From an optimization exercise on the open Yosys and OpenROAD flow, aimed at small area, a short achievable clock period and few clock cycles per item; shortcuts taken in it are not production practice. At most, simulation tests tie the RTL to the original design; equivalence was not proved. Function not checked in runs 2 and 5: the RTL went through the layout flow alone.

[flow/design.v]
module sha256_engine (
    input  wire         clk,
    input  wire         rst,         
    input  wire         start,       
    input  wire [15:0]  msg_len,     
    input  wire         in_valid,
    output reg          in_ready,
    input  wire [31:0]  in_data,
    output reg          busy,
    output reg          done,
    output wire [255:0] digest
);
    reg [31:0] R [0:15];         
    reg [31:0] a, b, c, d, e, f, g, h;
    reg [31:0] HA0, HA1, HA2, HA3, HE0, HE1, HE2, HE3;
    reg        first;            
    reg        running;          
    reg        grp;              
    reg [6:0]  rv;               
    reg [3:0]  pos;              
    reg [4:0]  nrx;              
    reg        lastf;            
    reg [13:0] wfull;            
    reg        tailw;            
    reg        p80;              
    reg [15:0] len;
    assign digest = {HA0, HA1, HA2, HA3, HE0, HE1, HE2, HE3};
    reg [31:0] k_nx;
    always @(*) begin
        case (rv[5:0])
            6'd0: k_nx = 32'h71374491; 6'd1: k_nx = 32'hb5c0fbcf;
            6'd2: k_nx = 32'he9b5dba5; 6'd3: k_nx = 32'h3956c25b;
            6'd4: k_nx = 32'h59f111f1; 6'd5: k_nx = 32'h923f82a4;
            6'd6: k_nx = 32'hab1c5ed5; 6'd7: k_nx = 32'hd807aa98;
            6'd8: k_nx = 32'h12835b01; 6'd9: k_nx = 32'h243185be;
            6'd10: k_nx = 32'h550c7dc3; 6'd11: k_nx = 32'h72be5d74;
            6'd12: k_nx = 32'h80deb1fe; 6'd13: k_nx = 32'h9bdc06a7;
            6'd14: k_nx = 32'hc19bf174; 6'd15: k_nx = 32'he49b69c1;
            6'd16: k_nx = 32'hefbe4786; 6'd17: k_nx = 32'h0fc19dc6;
            6'd18: k_nx = 32'h240ca1cc; 6'd19: k_nx = 32'h2de92c6f;
            6'd20: k_nx = 32'h4a7484aa; 6'd21: k_nx = 32'h5cb0a9dc;
            6'd22: k_nx = 32'h76f988da; 6'd23: k_nx = 32'h983e5152;
            6'd24: k_nx = 32'ha831c66d; 6'd25: k_nx = 32'hb00327c8;
            6'd26: k_nx = 32'hbf597fc7; 6'd27: k_nx = 32'hc6e00bf3;
            6'd28: k_nx = 32'hd5a79147; 6'd29: k_nx = 32'h06ca6351;
            6'd30: k_nx = 32'h14292967; 6'd31: k_nx = 32'h27b70a85;
            6'd32: k_nx = 32'h2e1b2138; 6'd33: k_nx = 32'h4d2c6dfc;
            6'd34: k_nx = 32'h53380d13; 6'd35: k_nx = 32'h650a7354;
            6'd36: k_nx = 32'h766a0abb; 6'd37: k_nx = 32'h81c2c92e;
            6'd38: k_nx = 32'h92722c85; 6'd39: k_nx = 32'ha2bfe8a1;
            6'd40: k_nx = 32'ha81a664b; 6'd41: k_nx = 32'hc24b8b70;
            6'd42: k_nx = 32'hc76c51a3; 6'd43: k_nx = 32'hd192e819;
            6'd44: k_nx = 32'hd6990624; 6'd45: k_nx = 32'hf40e3585;
            6'd46: k_nx = 32'h106aa070; 6'd47: k_nx = 32'h19a4c116;
            6'd48: k_nx = 32'h1e376c08; 6'd49: k_nx = 32'h2748774c;
            6'd50: k_nx = 32'h34b0bcb5; 6'd51: k_nx = 32'h391c0cb3;
            6'd52: k_nx = 32'h4ed8aa4a; 6'd53: k_nx = 32'h5b9cca4f;
            6'd54: k_nx = 32'h682e6ff3; 6'd55: k_nx = 32'h748f82ee;
            6'd56: k_nx = 32'h78a5636f; 6'd57: k_nx = 32'h84c87814;
            6'd58: k_nx = 32'h8cc70208; 6'd59: k_nx = 32'h90befffa;
            6'd60: k_nx = 32'ha4506ceb; 6'd61: k_nx = 32'hbef9a3f7;
            6'd62: k_nx = 32'hc67178f2; default: k_nx = 32'h428a2f98;
        endcase
    end
    reg [31:0] k_t;             
    function [31:0] rotr(input [31:0] x, input integer r);
        rotr = (x >> r) | (x << (32 - r));
    endfunction
    function [31:0] bsig0(input [31:0] x);
        bsig0 = rotr(x, 2) ^ rotr(x, 13) ^ rotr(x, 22);
    endfunction
    function [31:0] bsig1(input [31:0] x);
        bsig1 = rotr(x, 6) ^ rotr(x, 11) ^ rotr(x, 25);
    endfunction
    function [31:0] ssig0(input [31:0] x);
        ssig0 = rotr(x, 7) ^ rotr(x, 18) ^ (x >> 3);
    endfunction
    function [31:0] ssig1(input [31:0] x);
        ssig1 = rotr(x, 17) ^ rotr(x, 19) ^ (x >> 10);
    endfunction
    function [31:0] csa_s(input [31:0] x, input [31:0] y, input [31:0] z);
        csa_s = x ^ y ^ z;
    endfunction
    function [31:0] csa_c(input [31:0] x, input [31:0] y, input [31:0] z);
        csa_c = ((x & y) | (x & z) | (y & z)) << 1;
    endfunction
    function [31:0] padd(input [31:0] x, input [31:0] y);
        reg [31:0] g, p, gg, pp, gn, pn;
        integer l, j;
        begin
            g = x & y; p = x ^ y; gg = g; pp = p;
            for (l = 0; l < 5; l = l + 1) begin
                gn = gg; pn = pp;
                for (j = 0; j < 32; j = j + 1)
                    if (1 == 0 ? (j >= (1 << l)) : (((j >> l) & 1) == 1)) begin
                        if (1 == 0) begin
                            gn[j] = gg[j] | (pp[j] & gg[j - (1 << l)]);
                            pn[j] = pp[j] & pp[j - (1 << l)];
                        end else begin
                            gn[j] = gg[j] | (pp[j] & gg[((j >> l) << l) - 1]);
                            pn[j] = pp[j] & pp[((j >> l) << l) - 1];
                        end
                    end
                gg = gn; pp = pn;
            end
            padd = p ^ {gg[30:0], 1'b0};
        end
    endfunction
    wire [31:0] s1  = bsig1(e);
    wire [31:0] s0  = bsig0(a);
    wire [31:0] ch  = (e & f) | (~e & g);
    wire [31:0] maj = (a & b) | (a & c) | (b & c);
    wire [31:0] wt  = R[15];
    wire [31:0] p0s = csa_s(h, k_t, wt),  p0c = csa_c(h, k_t, wt);
    wire [31:0] e1s = csa_s(d, ch, s1),     e1c = csa_c(d, ch, s1);
    wire [31:0] e2s = csa_s(p0s, p0c, e1s), e2c = csa_c(p0s, p0c, e1s);
    wire [31:0] e3s = csa_s(e2s, e2c, e1c), e3c = csa_c(e2s, e2c, e1c);
    wire [31:0] e_new = e3s + e3c;
    wire [31:0] q1s = csa_s(s1, s0, ch),    q1c = csa_c(s1, s0, ch);
    wire [31:0] a1s = csa_s(p0s, p0c, maj), a1c = csa_c(p0s, p0c, maj);
    wire [31:0] a2s = csa_s(a1s, a1c, q1s), a2c = csa_c(a1s, a1c, q1s);
    wire [31:0] a3s = csa_s(a2s, a2c, q1c), a3c = csa_c(a2s, a2c, q1c);
    wire [31:0] a_new = a3s + a3c;
    wire [31:0] w1s = csa_s(R[0], R[9], ssig0(R[1]));
    wire [31:0] w1c = csa_c(R[0], R[9], ssig0(R[1]));
    wire [31:0] w2s = csa_s(w1s, w1c, ssig1(R[14]));
    wire [31:0] w2c = csa_c(w1s, w1c, ssig1(R[14]));
    wire [31:0] w_next = w2s + w2c;
    wire start_acc = start && !busy;
    wire ffin      = running && rv[6];               
    wire sched     = running && !rv[6] && (rv[5:4] != 2'b00 || rv[3:0] == 4'd15)
                     && rv[5:0] != 6'd63;            
    wire last_blk  = lastf;
    wire [3:0] pos_nx  = ffin ? 4'd0 : pos + 4'd1;
    wire [4:0] nrx_eff = ffin ? 5'd0 : nrx;
    wire fill_ok   = busy && !(running && !rv[6] && (rv[5:4] != 2'b00 || rv[3:0] == 4'd15))
                     && !(ffin && last_blk);
    wire want_new  = fill_ok && !nrx_eff[4] && (pos_nx == nrx_eff[3:0]);
    wire full_word = (wfull != 14'd0);
    wire msg_word  = full_word || tailw;
    wire wr        = want_new && (!msg_word || in_valid);
    reg [31:0] pad_word;
    integer    i;
    always @(*) begin
        if (full_word)
            pad_word = in_data;
        else if (tailw) begin
            for (i = 0; i < 4; i = i + 1) begin
                if (i < len[1:0])
                    pad_word[31 - 8*i -: 8] = in_data[31 - 8*i -: 8];
                else if (i == len[1:0])
                    pad_word[31 - 8*i -: 8] = 8'h80;
                else
                    pad_word[31 - 8*i -: 8] = 8'h00;
            end
        end else
            pad_word = p80 ? 32'h80000000 : 32'h0;
        if (last_blk && nrx_eff == 5'd14)
            pad_word = 32'h0;
        else if (last_blk && nrx_eff == 5'd15)
            pad_word = {13'd0, len, 3'b000};
    end
    wire       rot   = (running && rv[6:2] == 5'b01111 && rv[1:0] != 2'b00) || ffin
                       || (busy && !running && grp) || start_acc;
    wire [1:0] kidx  = pos[1:0] - {1'b0, running};
    wire       load  = rot && (kidx == 2'd3);
    reg  [31:0] iva, ive;
    always @(*) begin
        case (kidx)
            2'd0: begin iva = 32'ha54ff53a; ive = 32'h5be0cd19; end
            2'd1: begin iva = 32'h3c6ef372; ive = 32'h1f83d9ab; end
            2'd2: begin iva = 32'hbb67ae85; ive = 32'h9b05688c; end
            default: begin iva = 32'h6a09e667; ive = 32'h510e527f; end
        endcase
    end
    wire [31:0] tapa = first ? iva : HA3;
    wire [31:0] tape = first ? ive : HE3;
    wire [31:0] suma = padd(tapa, running ? a : 32'd0);
    wire [31:0] sume = padd(tape, running ? e : 32'd0);
    wire [4:0] nrx_nx     = nrx_eff + {4'd0, wr};
    wire       running_nx = running ? (rv[6] ? (!last_blk && wr) :
                                       (rv[5:4] == 2'b00 && rv[3:0] != 4'd15) ? (!want_new || wr) : 1'b1)
                                    : (busy && grp && pos == 4'd15 && nrx_nx != 5'd0);
    wire       stop_nx   = ffin && last_blk;
    wire       n_busy    = !rst && (start_acc || (busy && !stop_nx));
    wire       n_first   = rst || start_acc || (ffin ? last_blk : first);
    wire       n_running = !rst && running_nx;
    wire [6:0] n_rv      = (!rst && running && !rv[6]) ? rv + 7'd1 : 7'd0;
    wire [3:0] n_pos     = (rst || (!start_acc && !(busy && !stop_nx))) ? 4'd12 :
                           start_acc ? 4'd13 : pos_nx;
    wire [4:0] n_nrx     = (rst || start_acc) ? 5'd0 : nrx_nx;
    wire       n_grp     = !rst && (start_acc || (busy && !stop_nx && !running_nx &&
                           (pos_nx == 4'd12 || (grp && pos_nx[3:2] == 2'b11))));
    wire       n_lastf   = start_acc ? (msg_len[15:6] == 10'd0 && msg_len[5:3] != 3'b111) :
                           ffin ? (wfull[13:4] == 10'd0 && wfull[3:1] != 3'b111) : lastf;
    wire       n_msgword = start_acc ? (msg_len != 16'd0) :
                           (wr && msg_word) ? (full_word && (wfull != 14'd1 || tailw)) : msg_word;
    wire       n_ffin    = n_running && n_rv[6];
    wire       n_fill_ok = n_busy && !(n_running && !n_rv[6] && (n_rv[5:4] != 2'b00 || n_rv[3:0] == 4'd15))
                           && !(n_ffin && n_lastf);
    wire [3:0] n_pos_nx  = n_ffin ? 4'd0 : n_pos + 4'd1;
    wire [4:0] n_nrx_eff = n_ffin ? 5'd0 : n_nrx;
    wire       n_want    = n_fill_ok && !n_nrx_eff[4] && (n_pos_nx == n_nrx_eff[3:0]);
    always @(posedge clk) begin
        for (i = 0; i < 15; i = i + 1)
            R[i] <= R[i + 1];
        R[15] <= wr ? pad_word : (sched ? w_next : R[0]);
        k_t   <= (running && !rv[6]) ? k_nx : 32'h428a2f98;
        if (load) begin
            a <= suma; b <= HA0; c <= HA1; d <= HA2;
            e <= sume; f <= HE0; g <= HE1; h <= HE2;
        end else begin
            h <= g; g <= f; f <= e; e <= e_new;
            d <= c; c <= b; b <= a; a <= a_new;
        end
        if (rot) begin
            HA0 <= suma; HA1 <= HA0; HA2 <= HA1; HA3 <= HA2;
            HE0 <= sume; HE1 <= HE0; HE2 <= HE1; HE3 <= HE2;
        end
        lastf <= n_lastf;
        if (start_acc) begin
            len   <= msg_len;
            p80   <= (msg_len[1:0] == 2'd0);
            wfull <= msg_len[15:2];
            tailw <= (msg_len[1:0] != 2'd0);
        end else begin
            if (wr) begin
                if (full_word)
                    wfull <= wfull - 14'd1;
                else if (tailw)
                    tailw <= 1'b0;
                else
                    p80 <= 1'b0;
            end
        end
        busy     <= n_busy;
        done     <= !rst && ffin && last_blk;
        first    <= n_first;
        running  <= n_running;
        grp      <= n_grp;
        rv       <= n_rv;
        pos      <= n_pos;
        nrx      <= n_nrx;
        in_ready <= n_want && n_msgword;
    end
endmodule
[flow/flow/run.sh]
#!/bin/bash
# The standard layout (standard.sh) with two changes: Yosys's synth runs
# without its internal pre-mapping ABC pass (-noabc), so the full adders are
# extracted from the plain gate netlist without polarity inverters; and the
# ports get the smallest buffer. Registers are unchanged. Per-step tool logs
# are in orfs/logs; make's output is in make.log here.
set -euo pipefail
bash standard.sh SYNTH_ARGS=-noabc "BUFFER_PORTS_ARGS=-buffer_cell sky130_fd_sc_hd__buf_1" finish > make.log 2>&1
[flow/standard.sh]
#!/bin/bash
# synth_recipe.tcl (not shown) runs the flow's synth.tcl, then flattens the netlist and writes it again
# the make line also repeats each setting of config.mk as NAME=value (left out here)
make -C /OpenROAD-flow-scripts/flow DESIGN_CONFIG=/design/flow/config.mk WORK_HOME=/design/flow/orfs CLKGATE_MAP_FILE= SYNTH_SCRIPT=/design/flow/synth_recipe.tcl "${@:-finish}"
[flow/config.mk]
export PLATFORM = sky130hd
export DESIGN_NAME = sha256_engine
export DESIGN_NICKNAME = sha256_engine
export VERILOG_FILES = /design/flow/design.v
export SDC_FILE = /design/flow/constraint.sdc
export NUM_CORES = 4
export LEC_CHECK = 0
export CAP_MARGIN = 20
export CORE_MARGIN = 2
export CORE_UTILIZATION = 40
export CTS_CLUSTER_DIAMETER = 100
export CTS_CLUSTER_SIZE = 25
export PLACE_DENSITY = 0.6
export SETUP_SLACK_MARGIN = 5
export SLEW_MARGIN = 20
export TNS_END_PERCENT = 0
[flow/constraint.sdc]
create_clock -name core_clock -period 10.0 [get_ports {clk}]
set_input_delay 2.0000 -clock core_clock [delete_from_list [all_inputs] [get_ports {clk}]]
set_output_delay 2.0000 -clock core_clock [all_outputs]
set_load 0.01 [all_outputs]
==> results.toml, run 1 <==
[run_status]
status = "finished clean"

[global_route]
grt_overflow = 0
grt_pass1_vias = 33500
grt_pass1_wl_mm = 237
grt_max_degree = 137
antenna_found_initial = 5
track_usage_pct = 25.5

[routing]
dr.pass1.iters = 8
wl_per_cell_um = 25.9
num_vias = 34700
wirelength_mm = 166
drtAntennaViolNets = 0
drt_iter0_markers = 3433
viasPerCell = 5.42
drc = 0

[sta]
hold_viol_final = 0
min_period_over_period_pct = 50.1
maxSlewViolCount = 0
tightestPinTransition_ns = 1.07
fin_tns_setup_ns = 0
fin_hold_ws_ns = 0.291
min_period_ns = 5.01
setup_violations = 0
rsz0062_at_grt = "yes"
slew_headroom_pct = 28.1
fmax_mhz = 200
fin_worst_skew_ns = 0.0461
fin_ws_ns = 4.99

[clock_tree]
cts_max_path_buffers = 3
clkLatencyLatePin_ns = 0.72
cts_buffers = 55
holdBufCountCts = 0
cts_root_buf = "clkbuf_16"
cts_tree = "done"
path_clk_slew_ns = 0.10
numClockSinks = 1111
htree_levels = 2

[synth]
ys_ff_latch = 1111
synth_adder_area_share_pct = 17.6
synth_xor_area_share_pct = 7.27
synth_top_family_by_area = "adder cells"
yosysWarnings = 2
netlist_area_um2 = 50100
synth_edf_count = 288
synthFlopType = "dfxtp_1"
yosysSeqAreaShare_pct = 50.2
syn-mean-instance-area_um2 = 11.1
synthCells = 4528
yosys.area_share.simple_pct = 11.0
synthesis.nets = 5068
synth_mux_area_share_pct = 1.25
synth_cell_type_count = 90
synthArstFlopShare_pct = 0
synth_compound_area_share_pct = 10.3

[floorplanning]
num_rows = 129
core_um2 = 124000
die-width_um = 358
dieArea_um2 = 128000
initial_core_util_pct = 40.4
fp.dieH_um = 358
io-pin-count = 311

[finish]
nFillCells = 11700
regMostFlops = "R"
nNetsFinal = 5262
final_common_cell = "nand2_1"
drive_gt1_share_pct = 7.23
area_growth_syn_to_layout_pct = 10.2
largest_reg_flops = 512
layout_common_cells = "785 x nand2_1, 769 x dfxtp_1, 310 x xnor2_1, 310 x buf_1, 306 x fa_1"
final_area_um2 = 55200

[critical_path]
worstPathMaxFanout = 6
crit_slowest_cell = "fa_1"
arrival_ns = 5.62
crit_chain = "mux2_2 -> fa_1 -> fa_1 -> fa_1 -> ha_2 -> fa_2 -> a211oi_4 -> o21ai_2 -> a211oi_2 -> nor2_2 -> a21o_1 -> o41ai_4 -> buf_4 -> o211ai_1 -> xor2_1 -> mux2_2"
path_buf_inv = 1
worst_setup_path_start_kind = "flip-flop"
crit_family = "adder cells"
r2r-start = "e[2]$_DFF_P_"
reg2regPathDepth = 16
path_common_cell = "fa_1"
criticalPathCategory = "flip-flop to flip-flop"
endpoint_kind = "flip-flop"
required_ns = 10.61
cpPeakStageDelay_ns = 0.57
r2r_slack_ns = 4.99
r2r_end = "e[30]$_DFF_P_"

[placement]
portBuffers = 310
gp_congestion = 0.996
dpl_cell_area_um2 = 52800
post-place-ws_ns = 4.02
dp_hpwl_mm = 130

[hold_path]
min_to = "R[5][11]$_DFF_P_"
hold_class = "flip-flop to flip-flop"
hp-start = "R[6][11]$_DFF_P_"
hold_depth = 0

[run]
maxCapViolations = 0
==> cell usage after synthesis (all sizes together), types with 63 or more instances <==
| cell type | instances | area share, % |
|---|---|---|
| dfxtp | 823 | 33 |
| nand2 | 787 | 5.9 |
| xnor2 | 338 | 5.9 |
| fa | 317 | 13 |
| edfxtp | 288 | 17 |
| o21ai | 248 | 2.5 |
| a21oi | 229 | 2.3 |
| nor2 | 211 | 1.6 |
| clkbuf | 208 | 1.6 |
| ha | 171 | 4.3 |
| inv | 90 | 0.67 |
| xor2 | 75 | 1.3 |
| and2 | 70 | 0.87 |
| a21o | 63 | 0.95 |
==> repair_timing <==
action / 4_1_cts / 5_1_grt
gates resized for setup: 78 / 57
hold endpoints to repair: 0 / 0
pin swaps: 15 / 26
buffers inserted: 11 / 14
setup endpoints to repair: 89 / 52
==> cell type report <==
| class | instances | area, um^2 | share of cell area, % |
|---|---|---|---|
| antenna | 3 | 7.51 | 0.0136 |
| tap | 1637 | 2050 | 3.71 |
| timing repair buffer | 371 | 1670 | 3.02 |
| multi-input combinational | 3092 | 24200 | 43.9 |
| clock inverter | 15 | 239 | 0.433 |
| inverter | 91 | 345 | 0.626 |
| sequential | 1111 | 25200 | 45.7 |
| clock buffer | 76 | 1470 | 2.65 |
==> worst max-delay path by stage <==
| stage | to | startpoint | slack [ns] | cells after the start |
|---|---|---|---|---|
| 2_1_floorplan | a[31]$_DFF_P_ | start | 4.46 | 7 |
| 3_3_place_gp | a[31]$_DFF_P_ | pos[0]$_DFF_P_ | 4.17 | 18 |
| 3_5_place_dp | a[31]$_DFF_P_ | pos[0]$_DFF_P_ | 4.02 | 18 |
| 4_1_cts | a[24]$_DFF_P_ | h[2]$_DFF_P_ | 4.96 | 15 |
| 5_1_grt | a[31]$_DFF_P_ | e[14]$_DFF_P_ | 4.82 | 16 |
| 6_report | e[30]$_DFF_P_ | e[2]$_DFF_P_ | 4.99 | 16 |
==> layer usage <==
metal | track usage, % | up-vias | share of wire (%)
met1 | 36.5 | 17200 | 45
met2 | 38.7 | 1450 | 44
met4 | 11.1 | 0 | 5.0
li1 | - | 15700 | -
met5 | 0 | - | 0
met3 | 3.37 | 276 | 6.7
==> logic make-up (layout without fill, tap and decap cells) <==
kind of cell	Yosys count	after routing
multiplexers	57	57
XOR/XNOR	414	414
AND/OR/NAND/NOR	1284	1284
flip-flops	1111	1111
AO/OA/AOI/OAI	817	817
adder cells (fa/ha/maj)	520	520
buffers and inverters	325	553
other	0	3
==> stage by stage <==
| step | util (%) | instances |
|---|---|---|
| finish | 44.5 | 6396 |
| global route | 44.5 | 6393 |
| CTS | 44.2 | 6379 |
| detailed placement | 42.6 | 6277 |
| global placement | 42.6 | 6277 |
| floorplan | - | 4528 |
Testbench counts, summed over its fixed seeds: cycles 216,073, items 960.
==> inputs of run 2 (changes only) <==
--- a/flow/design.v
+++ b/flow/design.v
@@ -22,2 +22,3 @@
     reg        lastf;            
+    reg [1:0]  kq;               
     reg [13:0] wfull;            
@@ -117,3 +118,3 @@
     wire [31:0] e3s = csa_s(e2s, e2c, e1c), e3c = csa_c(e2s, e2c, e1c);
-    wire [31:0] e_new = e3s + e3c;
+    wire [31:0] e_new = padd(e3s, e3c);
     wire [31:0] q1s = csa_s(s1, s0, ch),    q1c = csa_c(s1, s0, ch);
@@ -122,3 +123,3 @@
     wire [31:0] a3s = csa_s(a2s, a2c, q1c), a3c = csa_c(a2s, a2c, q1c);
-    wire [31:0] a_new = a3s + a3c;
+    wire [31:0] a_new = padd(a3s, a3c);
     wire [31:0] w1s = csa_s(R[0], R[9], ssig0(R[1]));
@@ -127,3 +128,3 @@
     wire [31:0] w2c = csa_c(w1s, w1c, ssig1(R[14]));
-    wire [31:0] w_next = w2s + w2c;
+    wire [31:0] w_next = padd(w2s, w2c);
     wire start_acc = start && !busy;
@@ -164,4 +165,4 @@
                        || (busy && !running && grp) || start_acc;
-    wire [1:0] kidx  = pos[1:0] - {1'b0, running};
-    wire       load  = rot && (kidx == 2'd3);
+    wire [1:0] kidx  = kq;
+    wire       load  = ffin || (busy && !running && grp && pos[1:0] == 2'b11);
     reg  [31:0] iva, ive;
@@ -203,2 +204,3 @@
     wire       n_want    = n_fill_ok && !n_nrx_eff[4] && (n_pos_nx == n_nrx_eff[3:0]);
+    wire [1:0] n_kidx    = n_pos[1:0] - {1'b0, n_running};
     always @(posedge clk) begin
@@ -244,2 +246,3 @@
         in_ready <= n_want && n_msgword;
+        kq       <= n_kidx;
     end
==> results.toml, run 2 <==
[clock_tree]
cts_buffers = 55
cts_max_path_buffers = 3
cts_tree = "done"
cts_root_buf = "clkbuf_16"
htree_levels = 2
clkLatencyLatePin_ns = 0.73
numClockSinks = 1113
path_clk_slew_ns = 0.10

[global_route]
grt_max_degree = 139
grt_pass1_vias = 32300
grt_pass1_wl_mm = 231
antenna_found_initial = 8
grt_overflow = 0
track_usage_pct = 25.2

[synth]
ys_ff_latch = 1113
synth_top_area_cell = "dfxtp_1"
synth_common_cells = "825 x dfxtp_1, 789 x nand2_1, 333 x xnor2_1"
synthFlopType = "dfxtp_1"
synthTopCellsByArea = "dfxtp_1 33%, edfxtp_1 17%, fa_1 13%"
synth.most_common_cell = "dfxtp_1"
yosysSeqAreaShare_pct = 50.8
synthesis.nets = 4952
synth_cell_type_count = 92
netlist_area_um2 = 49500
synthCells = 4405
synth_edf_count = 288
synth_top_area_share_pct = 33.3
yosysWarnings = 2
syn-mean-instance-area_um2 = 11.2
synthArstFlopShare_pct = 0

[finish]
final_common_cell = "dfxtp_1"
drive_gt1_share_pct = 6.04
area_growth_syn_to_layout_pct = 9.41
nFillCells = 11700
nNetsFinal = 5134
layout_common_cells = "792 x dfxtp_1, 789 x nand2_1, 324 x fa_1"
final_area_um2 = 54200
regMostFlops = "R"
fin_util_pct = 44.0
final_cells = 6260
largest_reg_flops = 512

[critical_path]
r2r-start = "h[17]$_DFF_P_"
crit_chain = "fa_1 -> fa_1 -> fa_1 -> fa_1 -> ha_1 -> a21oi_1 -> o21ai_1 -> a2111oi_1 -> a31oi_2 -> a211oi_2 -> a21oi_1 -> xnor2_1 -> nor2_1 -> a21o_1"
reg2regPathDepth = 14
worst_setup_path_start_kind = "flip-flop"
crit_family = "adder cells"
path_common_cell = "fa_1"
path_buf_inv = 0
criticalPathCategory = "flip-flop to flip-flop"
arrival_ns = 5.68
crit_slowest_cell = "fa_1"
endpoint_kind = "flip-flop"
required_ns = 10.60
cpPeakStageDelay_ns = 0.74
r2r_slack_ns = 4.93
r2r_end = "a[31]$_DFF_P_"
worstPathMaxFanout = 5

[floorplanning]
fp.dieH_um = 356
io-pin-count = 311
core_um2 = 123000
initial_core_util_pct = 40.2
die-width_um = 356
num_rows = 129
dieArea_um2 = 127000

[hold_path]
hold_class = "flip-flop to flip-flop"
hp-start = "R[11][22]$_DFF_P_"
hold_depth = 0
min_to = "R[10][22]$_DFF_P_"

[routing]
num_vias = 33200
wl_per_cell_um = 25.7
drc = 0
dr.pass1.iters = 6
drt_iter0_markers = 3321
viasPerCell = 5.30
wirelength_mm = 161
drtAntennaViolNets = 0

[placement]
dp_hpwl_mm = 126
post-place-ws_ns = 4.48
dpl_cell_area_um2 = 52200
gp_congestion = 0.974
dp.cells = 6164
portBuffers = 310

[sta]
hold_viol_final = 0
setup_violations = 0
fin_hold_ws_ns = 0.301
tightestPinTransition_ns = 1.07
rsz0062_at_grt = "yes"
fmax_mhz = 197
maxSlewViolCount = 0
fin_tns_setup_ns = 0
fin_ws_ns = 4.93
fin_worst_skew_ns = 0.0561
min_period_ns = 5.07
slew_headroom_pct = 28.9
min_period_over_period_pct = 50.7

[run_status]
status = "finished clean"

[run]
maxCapViolations = 0
run 2: changes by cell type after synthesis, sizes merged, moves of 9 or more:
| cell | previous run | this run |
|---|---|---|
| a21oi | 229 | 159 |
| clkbuf | 208 | 189 |
| a21o | 63 | 48 |
| buf | 26 | 39 |
| o211ai | 17 | 29 |
| a22oi | 17 | 28 |
| fa | 317 | 326 |
| o21ai | 248 | 239 |
run 2: final cells by class:
cell class	count	area [um^2]	share of cell area, %
flip-flops and latches	1113	25200	46.5
multi-input cells	2974	23400	43.1
well taps	1637	2050	3.78
repair buffers	353	1510	2.79
clock buffers	74	1460	2.69
inverters	90	340	0.628
clock inverters	18	253	0.466
diodes	1	2.50	0.00462
run 2: cell families after synthesis:
kind of cell	Yosys count	share of synthesized area [%]
DFF	1113	50.8
and+or+nand+nor	1258	10.8
adders and majority gates	527	18.1
xor gates and xnor gates	405	7.19
buffers and inverters	318	2.45
AOI/OAI and AO/OA	721	9.26
muxes	63	1.40
run 2: repair_timing:
action                     in CTS  in global routing
resized for setup              60                  1
cloned                          0                  0
pin swaps                       5                  0
setup buffers                   3                  0
setup endpoints to repair      23                 26
hold buffers                    0                  0
run 2: worst max-delay path by stage:
stage	from	to	depth (start not counted)
detailed placement	e[27]$_DFF_P_	e[31]$_DFF_P_	16
global route	h[17]$_DFF_P_	a[31]$_DFF_P_	14
global placement	e[27]$_DFF_P_	e[31]$_DFF_P_	16
CTS	a[9]$_DFF_P_	a[23]$_DFF_P_	15
finish	h[17]$_DFF_P_	a[31]$_DFF_P_	14
floorplan	running$_DFF_P_	HA0[0]$_DFFE_PP_	3
run 2: routing by layer:
metal  track usage, %  wire length [um]  share of wire (%)  up-vias
li1                 -                 -                  -    15200
met1             36.4             72900                 45    16500
met2             38.9             71700                 45     1262
met3             4.01             11200                7.0      211
met4             7.24              4930                3.1        2
met5                0                11             0.0068        -
==> inputs of run 3 (changes only) <==
--- a/flow/design.v
+++ b/flow/design.v
@@ -128,3 +128,3 @@
     wire [31:0] w2c = csa_c(w1s, w1c, ssig1(R[14]));
-    wire [31:0] w_next = padd(w2s, w2c);
+    wire [31:0] w_next = w2s + w2c;
     wire start_acc = start && !busy;
==> results.toml, run 3 <==
[run_status]
status = "finished clean"

[clock_tree]
cts_max_path_buffers = 3
cts_buffers = 54
cts_root_buf = "clkbuf_16"
numClockSinks = 1113
cts_tree = "done"
clkLatencyLatePin_ns = 0.72
path_clk_slew_ns = 0.10
holdBufCountCts = 0
htree_levels = 2

[synth]
synthTopCellsByArea = "dfxtp_1 33%, edfxtp_1 17%, fa_1 13%"
yosysSeqAreaShare_pct = 50.8
synth.most_common_cell = "dfxtp_1"
yosysWarnings = 2
ys_ff_latch = 1113
synthCells = 3976
syn-mean-instance-area_um2 = 12.5
synthFlopType = "dfxtp_1"
synthesis.nets = 4520
synth_top_area_share_pct = 33.4
synthArstFlopShare_pct = 0
synth_common_cells = "825 x dfxtp_1, 337 x xnor2_1, 323 x fa_1"
synth_top_area_cell = "dfxtp_1"
synth_cell_type_count = 90
netlist_area_um2 = 49500
synth_edf_count = 288

[global_route]
grt_pass1_vias = 31000
track_usage_pct = 23.3
grt_overflow = 0
busiest_layer = "met2"
grt_max_degree = 104
grt_pass1_wl_mm = 214
antenna_found_initial = 15
met1_usage_pct = 33.4
grtUsageMet2_pct = 36.5
grt_use_met3_pct = 3.49

[sta]
maxSlewViolCount = 0
fin_ws_ns = 5.07
fin_tns_setup_ns = 0
min_period_ns = 4.93
slew_headroom_pct = 28.1
fmax_mhz = 203
fin_worst_skew_ns = 0.0503
rsz0062_at_grt = "yes"
hold_viol_final = 0
setup_violations = 0
min_period_over_period_pct = 49.3
tightestPinTransition_ns = 1.08

[finish]
regMostFlops = "R"
final_common_cell = "dfxtp_1"
largest_reg_flops = 512
nNetsFinal = 4732
layout_common_cells = "763 x dfxtp_1, 310 x buf_1, 307 x fa_1"
drive_gt1_share_pct = 13.8
area_growth_syn_to_layout_pct = 10.7

[critical_path]
required_ns = 10.59
endpoint_kind = "flip-flop"
worstPathMaxFanout = 6
r2r-start = "e[4]$_DFF_P_"
reg2regPathDepth = 16
r2r_end = "a[31]$_DFF_P_"
r2r_slack_ns = 5.07
criticalPathCategory = "flip-flop to flip-flop"
arrival_ns = 5.52
worst_setup_path_start_kind = "flip-flop"

[routing]
drt_iter0_markers = 3255
drc = 0
wl_per_cell_um = 25.7
drtAntennaViolNets = 0
wirelength_mm = 150
dr.pass1.iters = 6
viasPerCell = 5.37
num_vias = 31500

[placement]
portBuffers = 310
post-place-ws_ns = 4.19
dp_hpwl_mm = 117
gp_congestion = 0.937

[floorplanning]
core_um2 = 123000
fp.dieH_um = 356
io-pin-count = 311
die-width_um = 356
dieArea_um2 = 127000
num_rows = 129
initial_core_util_pct = 40.2

[hold_path]
min_to = "R[1][3]$_DFF_P_"
hold_depth = 0
hold_class = "flip-flop to flip-flop"
hp-start = "R[2][3]$_DFF_P_"

[run]
maxCapViolations = 0
[run 3: changes by cell type after synthesis, sizes merged, moves of 17 or more]
cell,previous run,this run
a21o,48,66
buf,39,22
mux2,52,253
nand2,789,179
nor2,203,167
o211ai,29,8
[run 3: layout make-up]
class	instances	area (um^2)
sequential	1113	25300
antenna	2	5.00
timing repair buffer	369	1650
clock inverter	12	245
fill	11500	68500
tap	1637	2050
clock buffer	73	1450
inverter	82	313
multi-input combinational	2568	23800
[run 3: logic make-up after synthesis]
kind of cell / Yosys count / share of synthesized area (%)
compound gates: 742 / 9.55
simple gates: 628 / 6.17
mux: 259 / 5.87
fa+ha+maj: 524 / 18.0
buf+inv: 295 / 2.25
xor+xnor: 415 / 7.37
flops: 1113 / 50.8
[run 3: layer usage]
| layer | share of wire (%) | wire length [um] |
|---|---|---|
| met1 | 45 | 67400 |
| met5 | 0.015 | 23 |
| met3 | 6.6 | 9920 |
| met4 | 3.2 | 4790 |
| met2 | 45 | 68300 |
[run 3: repair_timing]
| item | 4_1_cts | 5_1_grt |
|---|---|---|
| pin swaps | 30 | 41 |
| endpoints found under the setup margin | 60 | 38 |
| buffers inserted | 14 | 13 |
| gates resized for setup | 77 | 92 |
[run 3: worst max path at each step]
| stage | end | cells after the start | startpoint |
|---|---|---|---|
| after detailed placement | a[31]$_DFF_P_ | 18 | e[27]$_DFF_P_ |
| after global routing | a[19]$_DFF_P_ | 17 | R[15][2]$_DFF_P_ |
| final | a[31]$_DFF_P_ | 16 | e[4]$_DFF_P_ |
| after floorplan | HA0[0]$_DFFE_PP_ | 8 | rv[0]$_DFF_P_ |
| after global placement | a[31]$_DFF_P_ | 18 | e[27]$_DFF_P_ |
| after CTS | a[31]$_DFF_P_ | 16 | e[19]$_DFF_P_ |
[run 3: metrics by stage]
stage | util [%] | area (um^2) | hold slack, ns | std cells
after CTS | 44.1 | 54300 | 0.310 | 5841
final | 44.4 | 54800 | 0.313 | 5856
after floorplan | - | 49600 | 0.310 | 3976
after detailed placement | 42.4 | 52200 | 0.312 | 5742
after global routing | 44.4 | 54800 | 0.299 | 5854
after global placement | 42.4 | 52200 | 0.310 | 5742
[run 3: worst max-delay path: stages (launching register included)]
cell and delay [ns]:
dfxtp_1 0.58, mux2_2 0.43, fa_1 0.47, fa_1 0.58, fa_1 0.48, ha_1 0.31
a21o_1 0.12, a21oi_2 0.07, o21a_1 0.22, nor3_4 0.30, o2111ai_4 0.20, a21boi_2 0.20
o21bai_2 0.12, a31oi_4 0.23, a31oi_4 0.12, xnor2_1 0.14, mux2_2 0.26
Testbench counts of run 3, summed over its fixed seeds: cycles 216,073, items 960.
==> inputs of run 4 (changes only) <==
--- a/flow/config.mk
+++ b/flow/config.mk
@@ -9,6 +9,6 @@
 export CORE_MARGIN = 2
-export CORE_UTILIZATION = 40
+export CORE_UTILIZATION = 55
 export CTS_CLUSTER_DIAMETER = 100
 export CTS_CLUSTER_SIZE = 25
-export PLACE_DENSITY = 0.6
+export PLACE_DENSITY = 0.7
 export SETUP_SLACK_MARGIN = 5
==> results.toml, run 4 <==
[critical_path]
criticalPathCategory = "flip-flop to flip-flop"
required_ns = 10.59
worstPathMaxFanout = 6
worst_setup_path_start_kind = "flip-flop"
arrival_ns = 5.62
endpoint_kind = "flip-flop"

[routing]
wl_per_cell_um = 26.5
drt_iter0_markers = 3890
num_vias = 31800
viasPerCell = 5.89
wirelength_mm = 143
drc = 0
dr.pass1.iters = 7
drtAntennaViolNets = 0

[run_status]
status = "finished clean"

[clock_tree]
cts_tree = "done"
numClockSinks = 1113
clkLatencyLatePin_ns = 0.72
path_clk_slew_ns = 0.11
cts_max_path_buffers = 3
holdBufCountCts = 0
cts_buffers = 52
htree_levels = 2
cts_root_buf = "clkbuf_16"

[finish]
final_common_cell = "dfxtp_1"
fin_util_pct = 60.2
final_cells = 5394
regMostFlops = "R"
layout_common_cells = "772 x dfxtp_1, 312 x fa_1, 310 x buf_1"
drive_gt1_share_pct = 13.0
area_growth_syn_to_layout_pct = 8.95
nNetsFinal = 4727
largest_reg_flops = 512

[synth]
synthesis.nets = 4520
synth_top_area_share_pct = 33.4
synth_edf_count = 288
synth.most_common_cell = "dfxtp_1"
syn-mean-instance-area_um2 = 12.5
synthFlopType = "dfxtp_1"
synthCells = 3976
synth_common_cells = "825 x dfxtp_1, 337 x xnor2_1, 323 x fa_1"
netlist_area_um2 = 49500
yosysWarnings = 2
synthArstFlopShare_pct = 0
yosysSeqAreaShare_pct = 50.8
synth_cell_type_count = 90
synthTopCellsByArea = "dfxtp_1 33%, edfxtp_1 17%, fa_1 13%"
ys_ff_latch = 1113
synth_top_area_cell = "dfxtp_1"

[sta]
tightestPinTransition_ns = 1.07
rsz0062_at_grt = "yes"
setup_violations = 0
fin_hold_ws_ns = 0.330
fin_worst_skew_ns = 0.0570
fmax_mhz = 199
maxSlewViolCount = 0
fin_tns_setup_ns = 0
hold_viol_final = 0
min_period_ns = 5.03
slew_headroom_pct = 28.7
min_period_over_period_pct = 50.3

[placement]
gp_congestion = 0.972
dp_hpwl_mm = 110
portBuffers = 310
dp.cells = 5281

[floorplanning]
fp.dieH_um = 304
dieArea_um2 = 92500
die-width_um = 304
core_um2 = 89600
io-pin-count = 311
initial_core_util_pct = 55.3
num_rows = 110

[global_route]
track_usage_pct = 30.5
grt_pass1_vias = 31100
grt_max_degree = 82
antenna_found_initial = 10
grt_overflow = 0
grt_pass1_wl_mm = 207

[run]
maxCapViolations = 0

[hold_path]
hold_class = "flip-flop to flip-flop"
==> run 4: cell count changes in the layout (fill, tap and decap cells not counted), moves of 3 or more <==
cell,change
o21ai_0,+4
dfxtp_4,+3
xnor2_1,+3
clkbuf_1,+9
fa_2,-5
dfxtp_1,+9
fa_1,+5
dfxtp_2,-12
==> run 4: final timing paths <==
check	start	end	slack, ns	cells past startpoint
worst min register to register	R[11][17]$_DFF_P_	R[10][17]$_DFF_P_	0.33	0
worst max register to register	a[2]$_DFF_P_	a[17]$_DFF_P_	4.97	16
worst min-delay path	R[11][17]$_DFF_P_	R[10][17]$_DFF_P_	0.33	0
worst max-delay path	a[2]$_DFF_P_	a[17]$_DFF_P_	4.97	16
==> run 4: through the flow <==
step	setup slack, ns	instance area (um^2)
after global routing	4.81	53900
after floorplan	4.28	49600
after global placement	4.25	51700
after CTS	4.99	53600
final	4.97	54000
after detailed placement	4.24	51700
==> run 4: logic make-up after synthesis <==
kind of cell / after synthesis / synth area share, %
compound gates: 742 / 9.55
xor+xnor: 415 / 7.37
fa+ha+maj: 524 / 18.0
buf+inv: 295 / 2.25
flops: 1113 / 50.8
mux: 259 / 5.87
simple gates: 628 / 6.17
==> run 4: what timing repair did <==
action / 4_1_cts / 5_1_grt
pin swaps: 27 / 30
buffers inserted: 14 / 10
setup endpoints to repair: 37 / 35
gates resized for setup: 85 / 53
==> run 4: layer usage <==
| metal | up-vias | track usage (%) | routed length, um |
|---|---|---|---|
| met5 | - | 0 | 13 |
| met4 | 2 | 8.82 | 4700 |
| met3 | 246 | 5.96 | 13300 |
| met2 | 1443 | 46.8 | 63900 |
| met1 | 15900 | 44.1 | 60800 |
| li1 | 14200 | - | - |
==> run 4: final cells by class <==
cell class                 count  area, um^2
antenna                        3        7.51
clock buffer                  77        1410
clock inverter                 9         154
fill                        7261       35600
inverter                      82         313
multi-input combinational   2568       23700
sequential                  1113       25300
tap                         1176        1470
timing repair buffer         366        1590
==> run 4: critical path: stages, from the launching register on <==
cell and delay, ns:
dfxtp_1 0.43, maj3_1 0.44, fa_1 0.58, fa_1 0.44, fa_1 0.48, ha_1 0.24, fa_2 0.35, a21o_1 0.18
a21oi_2 0.17, o21a_1 0.21, nor3_4 0.07, nor3_2 0.24, o21ai_1 0.12, a21o_1 0.22, fa_2 0.36, xor2_1 0.15
mux2_2 0.25
==> inputs of run 5 (changes only) <==
--- a/flow/design.v
+++ b/flow/design.v
@@ -13,3 +13,4 @@
     reg [31:0] R [0:15];         
-    reg [31:0] a, b, c, d, e, f, g, h;
+    reg [31:0] a, b, c, d, e, f, g;
+    reg [31:0] hk;               
     reg [31:0] HA0, HA1, HA2, HA3, HE0, HE1, HE2, HE3;
@@ -65,3 +66,2 @@
     end
-    reg [31:0] k_t;             
     function [31:0] rotr(input [31:0] x, input integer r);
@@ -114,12 +114,11 @@
     wire [31:0] wt  = R[15];
-    wire [31:0] p0s = csa_s(h, k_t, wt),  p0c = csa_c(h, k_t, wt);
-    wire [31:0] e1s = csa_s(d, ch, s1),     e1c = csa_c(d, ch, s1);
-    wire [31:0] e2s = csa_s(p0s, p0c, e1s), e2c = csa_c(p0s, p0c, e1s);
-    wire [31:0] e3s = csa_s(e2s, e2c, e1c), e3c = csa_c(e2s, e2c, e1c);
-    wire [31:0] e_new = padd(e3s, e3c);
+    wire [31:0] e1s = csa_s(d, hk, wt),     e1c = csa_c(d, hk, wt);
+    wire [31:0] e2s = csa_s(e1s, e1c, ch),  e2c = csa_c(e1s, e1c, ch);
+    wire [31:0] e3s = csa_s(e2s, e2c, s1),  e3c = csa_c(e2s, e2c, s1);
+    wire [31:0] e_new = e3s + e3c;
     wire [31:0] q1s = csa_s(s1, s0, ch),    q1c = csa_c(s1, s0, ch);
-    wire [31:0] a1s = csa_s(p0s, p0c, maj), a1c = csa_c(p0s, p0c, maj);
+    wire [31:0] a1s = csa_s(hk, wt, maj),   a1c = csa_c(hk, wt, maj);
     wire [31:0] a2s = csa_s(a1s, a1c, q1s), a2c = csa_c(a1s, a1c, q1s);
     wire [31:0] a3s = csa_s(a2s, a2c, q1c), a3c = csa_c(a2s, a2c, q1c);
-    wire [31:0] a_new = padd(a3s, a3c);
+    wire [31:0] a_new = a3s + a3c;
     wire [31:0] w1s = csa_s(R[0], R[9], ssig0(R[1]));
@@ -209,8 +208,8 @@
         R[15] <= wr ? pad_word : (sched ? w_next : R[0]);
-        k_t   <= (running && !rv[6]) ? k_nx : 32'h428a2f98;
+        hk    <= (load ? HE2 : g) + ((running && !rv[6]) ? k_nx : 32'h428a2f98);
         if (load) begin
             a <= suma; b <= HA0; c <= HA1; d <= HA2;
-            e <= sume; f <= HE0; g <= HE1; h <= HE2;
+            e <= sume; f <= HE0; g <= HE1;
         end else begin
-            h <= g; g <= f; f <= e; e <= e_new;
+            g <= f; f <= e; e <= e_new;
             d <= c; c <= b; b <= a; a <= a_new;
--- a/flow/config.mk
+++ b/flow/config.mk
@@ -9,6 +9,6 @@
 export CORE_MARGIN = 2
-export CORE_UTILIZATION = 55
+export CORE_UTILIZATION = 40
 export CTS_CLUSTER_DIAMETER = 100
 export CTS_CLUSTER_SIZE = 25
-export PLACE_DENSITY = 0.7
+export PLACE_DENSITY = 0.6
 export SETUP_SLACK_MARGIN = 5
==> results.toml, run 5 <==
[global_route]
grt_overflow = 0
grt_pass1_vias = 34200
antenna_found_initial = 9
grt_max_degree = 130
grt_pass1_wl_mm = 241
track_usage_pct = 25.4

[finish]
final_common_cell = "nand2_1"
nNetsFinal = 5469
nFillCells = 12000
drive_gt1_share_pct = 7.29
regMostFlops = "R"
fin_util_pct = 44.4
layout_common_cells = "808 x nand2_1, 761 x dfxtp_1, 323 x xnor2_1"
area_growth_syn_to_layout_pct = 10.5
largest_reg_flops = 512

[synth]
synth_top_area_share_pct = 32.4
synth_edf_count = 288
synth_cell_type_count = 87
synth.most_common_cell = "dfxtp_1"
yosysWarnings = 2
synth_common_cells = "825 x dfxtp_1, 810 x nand2_1, 365 x xnor2_1"
synthTopCellsByArea = "dfxtp_1 32%, edfxtp_1 17%, fa_1 11%"
synthesis.nets = 5254
synthFlopType = "dfxtp_1"
synthArstFlopShare_pct = 0
yosysSeqAreaShare_pct = 49.3
synthCells = 4711
synth_top_area_cell = "dfxtp_1"
ys_ff_latch = 1113
netlist_area_um2 = 51100
syn-mean-instance-area_um2 = 10.8

[floorplanning]
dieArea_um2 = 130000
fp.dieH_um = 361
num_rows = 131
die-width_um = 361
core_um2 = 127000
io-pin-count = 311
initial_core_util_pct = 40.2

[critical_path]
startpoint = "a[15]$_DFF_P_"
arrival_ns = 5.71
required_ns = 10.63
endpoint_kind = "flip-flop"
worstPathMaxFanout = 6
worst_setup_path_start_kind = "flip-flop"
r2r-start = "a[15]$_DFF_P_"
criticalPathCategory = "flip-flop to flip-flop"

[sta]
tightestPinTransition_ns = 1.15
fin_hold_ws_ns = 0.306
min_period_ns = 5.07
min_period_over_period_pct = 50.7
fin_ws_ns = 4.93
maxSlewViolCount = 0
rsz0062_at_grt = "yes"
setup_violations = 0
fin_tns_setup_ns = 0
fmax_mhz = 197
fin_worst_skew_ns = 0.0537
hold_viol_final = 0
slew_headroom_pct = 23.5

[run_status]
status = "finished clean"

[routing]
drt_iter0_markers = 3982
wl_per_cell_um = 25.4
num_vias = 35700
wirelength_mm = 169
drtAntennaViolNets = 0
viasPerCell = 5.39
drc = 0
dr.pass1.iters = 8

[clock_tree]
clkLatencyLatePin_ns = 0.73
cts_max_path_buffers = 3
htree_levels = 2
cts_root_buf = "clkbuf_16"
cts_tree = "done"
cts_buffers = 54
path_clk_slew_ns = 0.10
numClockSinks = 1113

[hold_path]
hp-start = "R[10][25]$_DFF_P_"
hold_class = "flip-flop to flip-flop"

[placement]
gp_congestion = 0.990
portBuffers = 310
dp_hpwl_mm = 133
post-place-ws_ns = 3.99

[run]
maxCapViolations = 0
[run 5: per-stage QoR]
step           instance area, um^2  cells
3_5_place_dp                 53900   6503
2_1_floorplan                51100   4711
4_1_cts                      56100   6614
6_report                     56400   6629
3_3_place_gp                 53900   6503
5_1_grt                      56400   6626
[run 5: logic make-up (layout without fill, tap and decap cells)]
| family | after synthesis | in the layout | share of synthesized area (%) |
|---|---|---|---|
| and+or+nand+nor | 1375 | 1376 | 11.7 |
| DFF | 1113 | 1113 | 49.3 |
| adders and majority gates | 523 | 523 | 16.9 |
| other | 0 | 4 | 0 |
| muxes | 57 | 57 | 1.23 |
| buffers and inverters | 316 | 567 | 2.36 |
| xor gates and xnor gates | 443 | 443 | 7.63 |
| AOI/OAI and AO/OA | 884 | 884 | 10.9 |
[run 5: timing repair]
item                       CTS  global route
hold buffers                 0             0
setup buffers               17            11
pin swaps                   30            21
resized for setup          108            46
cloned                       1             0
setup endpoints to repair   72            36
[run 5: worst paths after layout]
kind         slack [ns]                to  cells after the start
max                4.93     a[26]$_DFF_P_                     17
max reg2reg        4.93     a[26]$_DFF_P_                     17
min reg2reg        0.31  R[9][25]$_DFF_P_                      0
min                0.31  R[9][25]$_DFF_P_                      0
[run 5: critical path: stages (launching register included)]
cell	delay (ns)
dfxtp_2	0.39
xnor2_2	0.17
xnor2_2	0.27
fa_1	0.50
fa_1	0.53
fa_1	0.42
ha_2	0.22
fa_2	0.38
a21oi_2	0.17
nor2_1	0.08
o31a_1	0.36
o31ai_4	0.31
o31ai_2	0.11
o41a_1	0.39
a21oi_2	0.16
nor2b_1	0.06
o31a_1	0.24
mux2_2	0.26
[run 5: per-layer routing]
metal	track usage, %	wire length (um)
met1	36.8	76200
met3	3.27	11400
met2	38.4	73400
met5	0	0
met4	9.97	7570
[run 5: final cells by class]
cell class | count | area [um^2] | area share [%]
sequential | 1113 | 25300 | 44.8
inverter | 91 | 342 | 0.606
multi-input combinational | 3283 | 25300 | 44.8
clock inverter | 16 | 253 | 0.448
clock buffer | 77 | 1440 | 2.55
antenna | 4 | 10.0 | 0.0178
timing repair buffer | 383 | 1740 | 3.08
tap | 1662 | 2080 | 3.69

## port drivers added, routing unchanged
The flow's constraints put no driver on any port. The routed layouts listed below were extracted and timed again, unchanged, in two steps. Step 1: set_driving_cell puts a clkbuf_16 on clk and a buf_2 on each other input, an assumption about the parent block. Step 2 adds t to the input delays and takes it off the output delays; t is the mean of the earliest and latest rising clock arrival at the registers after step 1. Input paths then give back, and output paths get back, about the clock's delay inside the block. a / b / c = ideal ports / drivers / drivers and shift; a / b = the first two.
| run | t (ns) | slack for setup (ns) | worst setup path at the end | clock arrival spread, ns | worst data-port slew with drivers (ns) |
|---|---|---|---|---|---|
| run 1 | 0.766 | 4.988 / 4.988 / 4.663 | input to register | 0.065 / 0.066 | 0.06 |
| run 2 | 0.773 | 4.928 / 4.928 / 4.806 | input to register | 0.058 / 0.058 | 0.12 |
| run 3 | 0.767 | 5.070 / 5.070 / 4.623 | input to register | 0.052 / 0.052 | 0.07 |
| run 4 | 0.758 | 4.965 / 4.965 / 4.965 | register to register | 0.057 / 0.057 | 0.04 |
| run 5 | 0.778 | 4.926 / 4.926 / 4.926 | register to register | 0.055 / 0.055 | 0.08 |
After both steps every run listed still meets setup and hold. The setup slack of run 3, which loses most, moves by 0.000 ns with the drivers and by -0.447 ns with both steps.
